Context: an optimization exercise on an open-source flow, tuned for small area, a short achievable clock period and few clock cycles. The choices shown serve that exercise and are no tape-out recipe. In this exercise RTL edits were held to simulation tests only and were not proved equivalent to the original. Power figures rest on the tool's default switching activity, not on a simulated workload.

==> inputs of run P <==
Design ea_engine, start of the top module:
module ea_engine (
    input  wire        clk,
    input  wire        rst,
    input  wire        req,
    input  wire        we,
    input  wire [1:0]  space,
    input  wire [7:0]  addr,
    input  wire [31:0] wdata,
    output reg  [31:0] rdata,
    output wire        busy
);
clock: 12.0 ns
lec_check: 0
abc_area: 1
cap_margin: 20
core_margin: 2
core_utilization: 45
setup_slack_margin: 5
slew_margin: 20
synth_hierarchical: 1
run.sh (not shown) runs the stock make flow with config.mk's settings and CLKGATE_MAP_FILE= SYNTH_SCRIPT=/design/flow/synth_recipe.tcl, a recipe that flattens the netlist after the stock synthesis.
==> run Y: changes against run P <==
--- a/flow/config.mk
+++ b/flow/config.mk
@@ -8,7 +8,8 @@
 export ABC_AREA = 1
 export CAP_MARGIN = 20
 export CORE_MARGIN = 2
 export CORE_UTILIZATION = 45
 export SETUP_SLACK_MARGIN = 5
 export SLEW_MARGIN = 20
 export SYNTH_HIERARCHICAL = 1
+export TNS_END_PERCENT = 0
==> run A: changes against run P <==
--- a/flow/design.v
+++ b/flow/design.v
@@ -107,14 +107,17 @@
     reg [9:0]  dn_lo;       
     reg [18:0] dn_pb;       
     reg [4:0]  dn_c;        
     reg        sm;
     reg        retry;
     reg [15:0] pay_mask;
     reg [18:0] rx_mask;
+    reg [18:0] rxm_e;
+    reg [15:0] pym_e;
+    reg        enc_e;
     assign busy = (state != S_IDLE) || retry;
     wire acc      = req && !busy;
     wire hw       = acc && we;
     wire hw_reg   = hw && (space == SP_REG);
     wire hw_pay   = hw && (space == SP_PAY) && (addr < 8'd16);
     wire hw_rx    = hw && (space == SP_RX) && (addr < RX_CAP);
     wire cmd_go   = hw_reg && (addr == R_CMD);
@@ -138,16 +141,16 @@
     wire [4:0]  dec_l    = rx_len[4:0];
     wire        dec_ovr  = (rx_len > RX_CAP);
     wire        dec_trn  = (rx_len < 8'd5);
     wire        enc_send = retry ? cmd[0] : c[0];     
     wire [12:0] sum_cs;
     wire        dec_csok;
     ea_csum u_cs (
-        .sm (sm), .rx (rx[151:0]), .rx_mask (rx_mask), .pay (pay),
-        .pay_mask (pay_mask), .nm1 (enc_nm1), .tx_node (tx_node),
+        .enc_e (enc_e), .rx (rx[151:0]), .rx_mask (rxm_e), .pay (pay),
+        .pay_mask (pym_e), .nm1 (enc_nm1), .tx_node (tx_node),
         .tx_obj (tx_obj), .send (enc_send), .win (win),
         .sum (sum_cs), .csok (dec_csok)
     );
     wire [15:0] enc_cs  = {3'd0, sum_cs};
     wire [7:0]  enc_sd  = {enc_send, 3'b111, enc_nm1};
     wire enc_now  = cmd_go && c_enc && !enc_bad;
     wire dec_now  = cmd_go && c_dec && !dec_ovr && !dec_trn;
@@ -492,14 +495,48 @@
                         cal_lock <= 1'b1;
                     end
                 end
                 default: ;
             endcase
         end
     end
+    reg        sm_n;
+    reg [18:0] rx_mask_n;
+    reg [15:0] pay_mask_n;
+    integer ni;
+    always @(*) begin
+        sm_n       = sm;
+        rx_mask_n  = rx_mask;
+        pay_mask_n = pay_mask;
+        if (do_retry)
+            sm_n = !sm;
+        else if (hw_rx || (hw_reg && addr == R_RX_LEN))
+            sm_n = 1'b1;
+        else if (hw_pay || (hw_reg && (addr == R_PAY_LEN || addr == R_TX_NODE ||
+                                      addr == R_TX_OBJ)))
+            sm_n = 1'b0;
+        if (hw_reg && addr == R_RX_LEN)
+            for (ni = 0; ni < 19; ni = ni + 1)
+                rx_mask_n[ni] = (ni + 2 < wdata[7:0]);
+        if (hw_reg && addr == R_PAY_LEN)
+            for (ni = 0; ni < 16; ni = ni + 1)
+                pay_mask_n[ni] = (ni < wdata[4:0]);
+        else if (pk16_go)
+            pay_mask_n = 16'h0003;
+        if (rst) begin
+            sm_n       = 1'b0;
+            rx_mask_n  = 19'd0;
+            pay_mask_n = 16'd0;
+        end
+    end
+    always @(posedge clk) begin
+        rxm_e <= rx_mask_n & {19{sm_n}};
+        pym_e <= pay_mask_n & {16{!sm_n}};
+        enc_e <= !sm_n;
+    end
     wire lk_first = (state == S_LOCK) && (lk_k == 4'd0);
     always @(posedge clk) begin
         dn_pb  <= dn_pbv;
         step   <= busy ? step + 4'd1 : 4'd0;
         sc_rem <= up_r2;
         sc_dl  <= busy ? {sc_dl[4:0], 2'b00} : {up_m[5:0], 1'b0};
         sc_q   <= {sc_q[13:0], up_b1, up_b2};
@@ -583,41 +620,35 @@
     assign reg_v[13] = {16'h0, rx_csrecv};
     assign reg_v[14] = {24'h0, fld_off};
     assign reg_v[15] = {16'h0, raw16};
     assign reg_v[16] = fld_w32;
     assign reg_v[17] = phys;
     assign reg_v[18] = cal_v;
     assign reg_v[19] = cal_i;
-    wire        a_hi0 = (addr[7:5] == 3'd0);
-    wire [31:0] a_dec;                   
-    genvar gi;
-    generate
-        for (gi = 0; gi < 32; gi = gi + 1) begin : g_dec
-            assign a_dec[gi] = a_hi0 && (addr[4:0] == gi);
-        end
-    endgenerate
-    wire s_reg = (space == 2'd0);
-    wire s_pay = (space == 2'd1);
-    wire s_tx  = (space == 2'd2);
-    wire s_rx  = (space == 2'd3);
+    reg [7:0] cand [0:31];
     integer ri;
     always @(*) begin
-        rdata = 32'h0;
-        for (ri = 0; ri < 20; ri = ri + 1)
-            rdata = rdata | (reg_v[ri] & {32{s_reg && a_dec[ri]}});
-        for (ri = 0; ri < 16; ri = ri + 1)
-            rdata[7:0] = rdata[7:0] | (pay[8*ri +: 8] & {8{s_pay && a_dec[ri]}});
-        for (ri = 0; ri < 21; ri = ri + 1)
-            rdata[7:0] = rdata[7:0] | (tx[8*ri +: 8] & {8{s_tx && a_dec[ri]}});
-        for (ri = 0; ri < 21; ri = ri + 1)
-            rdata[7:0] = rdata[7:0] | (rx[8*ri +: 8] & {8{s_rx && a_dec[ri]}});
+        for (ri = 0; ri < 32; ri = ri + 1) begin
+            case (space)
+                2'd0: cand[ri] = (ri < 20) ? reg_v[ri < 20 ? ri : 0][7:0] : 8'd0;
+                2'd1: cand[ri] = (ri < 16) ? pay[8*(ri < 16 ? ri : 0) +: 8] : 8'd0;
+                2'd2: cand[ri] = (ri < 21) ? tx[8*(ri < 21 ? ri : 0) +: 8] : 8'd0;
+                default: cand[ri] = (ri < 21) ? rx[8*(ri < 21 ? ri : 0) +: 8] : 8'd0;
+            endcase
+        end
+        rdata = 32'd0;
+        if (addr[7:5] == 3'd0) begin
+            rdata[7:0] = cand[addr[4:0]];
+            if (space == 2'd0 && addr[4:0] < 5'd20)
+                rdata[31:8] = reg_v[addr[4:0] < 5'd20 ? addr[4:0] : 5'd0][31:8];
+        end
     end
 endmodule
 module ea_csum (
-    input  wire         sm,
+    input  wire         enc_e,
     input  wire [151:0] rx,
     input  wire [18:0]  rx_mask,
     input  wire [127:0] pay,
     input  wire [15:0]  pay_mask,
     input  wire [3:0]   nm1,
     input  wire [7:0]   tx_node,
     input  wire [7:0]   tx_obj,
@@ -627,24 +658,23 @@
     output wire         csok
 );
     reg  [12:0] op [0:52];
     reg  [12:0] ss, sc;
     integer di;
     always @(*) begin
         for (di = 0; di < 19; di = di + 1) begin
-            if (sm)
-                op[di] = rx_mask[di] ? {5'd0, rx[8*di +: 8]} : 13'd0;
-            else if (di == 0)
-                op[di] = {5'd0, 4'b0111, nm1};
+            op[di] = rx_mask[di] ? {5'd0, rx[8*di +: 8]} : 13'd0;
+            if (di == 0)
+                op[di] = op[di] | (enc_e ? {5'd0, 4'b0111, nm1} : 13'd0);
             else if (di == 1)
-                op[di] = {5'd0, tx_node};
+                op[di] = op[di] | (enc_e ? {5'd0, tx_node} : 13'd0);
             else if (di == 2)
-                op[di] = {5'd0, tx_obj};
+                op[di] = op[di] | (enc_e ? {5'd0, tx_obj} : 13'd0);
             else
-                op[di] = pay_mask[di-3] ? {5'd0, pay[8*(di-3) +: 8]} : 13'd0;
+                op[di] = op[di] | (pay_mask[di-3] ? {5'd0, pay[8*(di-3) +: 8]} : 13'd0);
         end
         for (di = 0; di < 17; di = di + 1) begin
             op[19+2*di] = op[3*di] ^ op[3*di+1] ^ op[3*di+2];
             op[20+2*di] = {(op[3*di] & op[3*di+1]) |
                            (op[3*di] & op[3*di+2]) |
                            (op[3*di+1] & op[3*di+2]), 1'b0};
         end
--- a/flow/config.mk
+++ b/flow/config.mk
@@ -8,7 +8,8 @@
 export ABC_AREA = 1
 export CAP_MARGIN = 20
 export CORE_MARGIN = 2
 export CORE_UTILIZATION = 45
 export SETUP_SLACK_MARGIN = 5
 export SLEW_MARGIN = 20
 export SYNTH_HIERARCHICAL = 1
+export TNS_END_PERCENT = 0
==> run G: changes against run P <==
--- a/flow/config.mk
+++ b/flow/config.mk
@@ -5,10 +5,12 @@
 export SDC_FILE = /design/flow/constraint.sdc
 export NUM_CORES = 4
 export LEC_CHECK = 0
 export ABC_AREA = 1
 export CAP_MARGIN = 20
 export CORE_MARGIN = 2
 export CORE_UTILIZATION = 45
+export CTS_BUF_LIST = sky130_fd_sc_hd__clkbuf_8
 export SETUP_SLACK_MARGIN = 5
 export SLEW_MARGIN = 20
 export SYNTH_HIERARCHICAL = 1
+export TNS_END_PERCENT = 0
==> comparison <==
Of run A and run G, run A has the higher register-to-register slack (gap 100 ps). The highest first-iteration DRC count belongs to run Y, the lowest to run A. Combinational power is about the same in run G and run Y. Between run Y and run A, the lower clock power is in run A (gap 6.6%, measured against run A). Between run Y and run A, the lower synthesized cell count is in run A (gap about 1.2%, measured against run A). Of run Y and run P, run P has the higher setup slack (gap 150 ps). Design area: run Y is higher than run G (about 0.54%).
==> figures <==
item	run Y	run A	run G	run P
Critical R2R Capture	tx[24]	tx[47]	tx[91]	tx[105]
Multi-input logic cell count	6751	6593	6751	6752
Combinational power	0.544 mW	0.693 mW	0.543 mW	0.581 mW
Hold slack	398.1 ps	401.2 ps	395.3 ps	398.3 ps
Normalized max-slew margin	14.30%	4.617%	11.65%	10.24%
Power group with the highest consumption	the clock network	the clock network	registers	the clock network
Critical path startpoint category	input pin	input pin	input pin	flop
Die span in y	397.6 um	397.5 um	397.6 um	397.6 um
Amount of wire on met3 after detailed routing	81.77 mm	65.46 mm	83.07 mm	86.01 mm
Post-layout worst setup margin	4488 ps	4603 ps	4420 ps	4641 ps
Synthesis-to-finish area growth	14.96%	14.13%	14.34%	19.27%
Run status	complete, no violations	complete, no violations	complete, no violations	complete, no violations
Final critical-path required period	7512 ps	7397 ps	7580 ps	7359 ps
Starting utilization of the core area	45.26%	45.28%	45.26%	45.26%
Post-synthesis average cell area	7.540 um2	7.628 um2	7.540 um2	7.540 um2
Total number of vias	76738	71438	76929	78261
Testbench counts of run P, summed over its fixed seeds: cycles 12,639.
Testbench counts of run Y, summed over its fixed seeds: cycles 12,639.
Testbench counts of run A, summed over its fixed seeds: cycles 12,639.
Testbench counts of run G, summed over its fixed seeds: cycles 12,639.

## static timing again, ports no longer ideal
No port has a modelled driver above. Below, the same layouts with a new extraction and two added sets of constraints.
Step 1 assumes that a clkbuf_16 drives the clock port and a buf_2 every other input.
Step 2 times the ports against the registers' clock, not the clock port: input delays grow and output delays shrink by t, the midpoint of the rising clock arrivals with the driver on.
Three values: ideal ports, drivers, drivers and shift; two values: the first two.
run	t, ns	setup WS [ns]	clock arrival spread, ns	worst data-port slew with drivers (ns)	pins driven straight from the clock port
run P	0.876	4.641 / 4.612 / 4.055	0.058 / 0.058	0.10	1
run Y	0.873	4.488 / 4.467 / 3.797	0.061 / 0.060	0.09	1
run A	0.851	4.603 / 4.577 / 4.025	0.050 / 0.050	0.07	1
run G	1.071	4.420 / 4.358 / 3.782	0.088 / 0.088	0.08	1
After both steps every run listed still meets setup and hold. The setup slack of run Y, which loses most, moves by -0.021 ns with the drivers and by -0.691 ns with both steps.
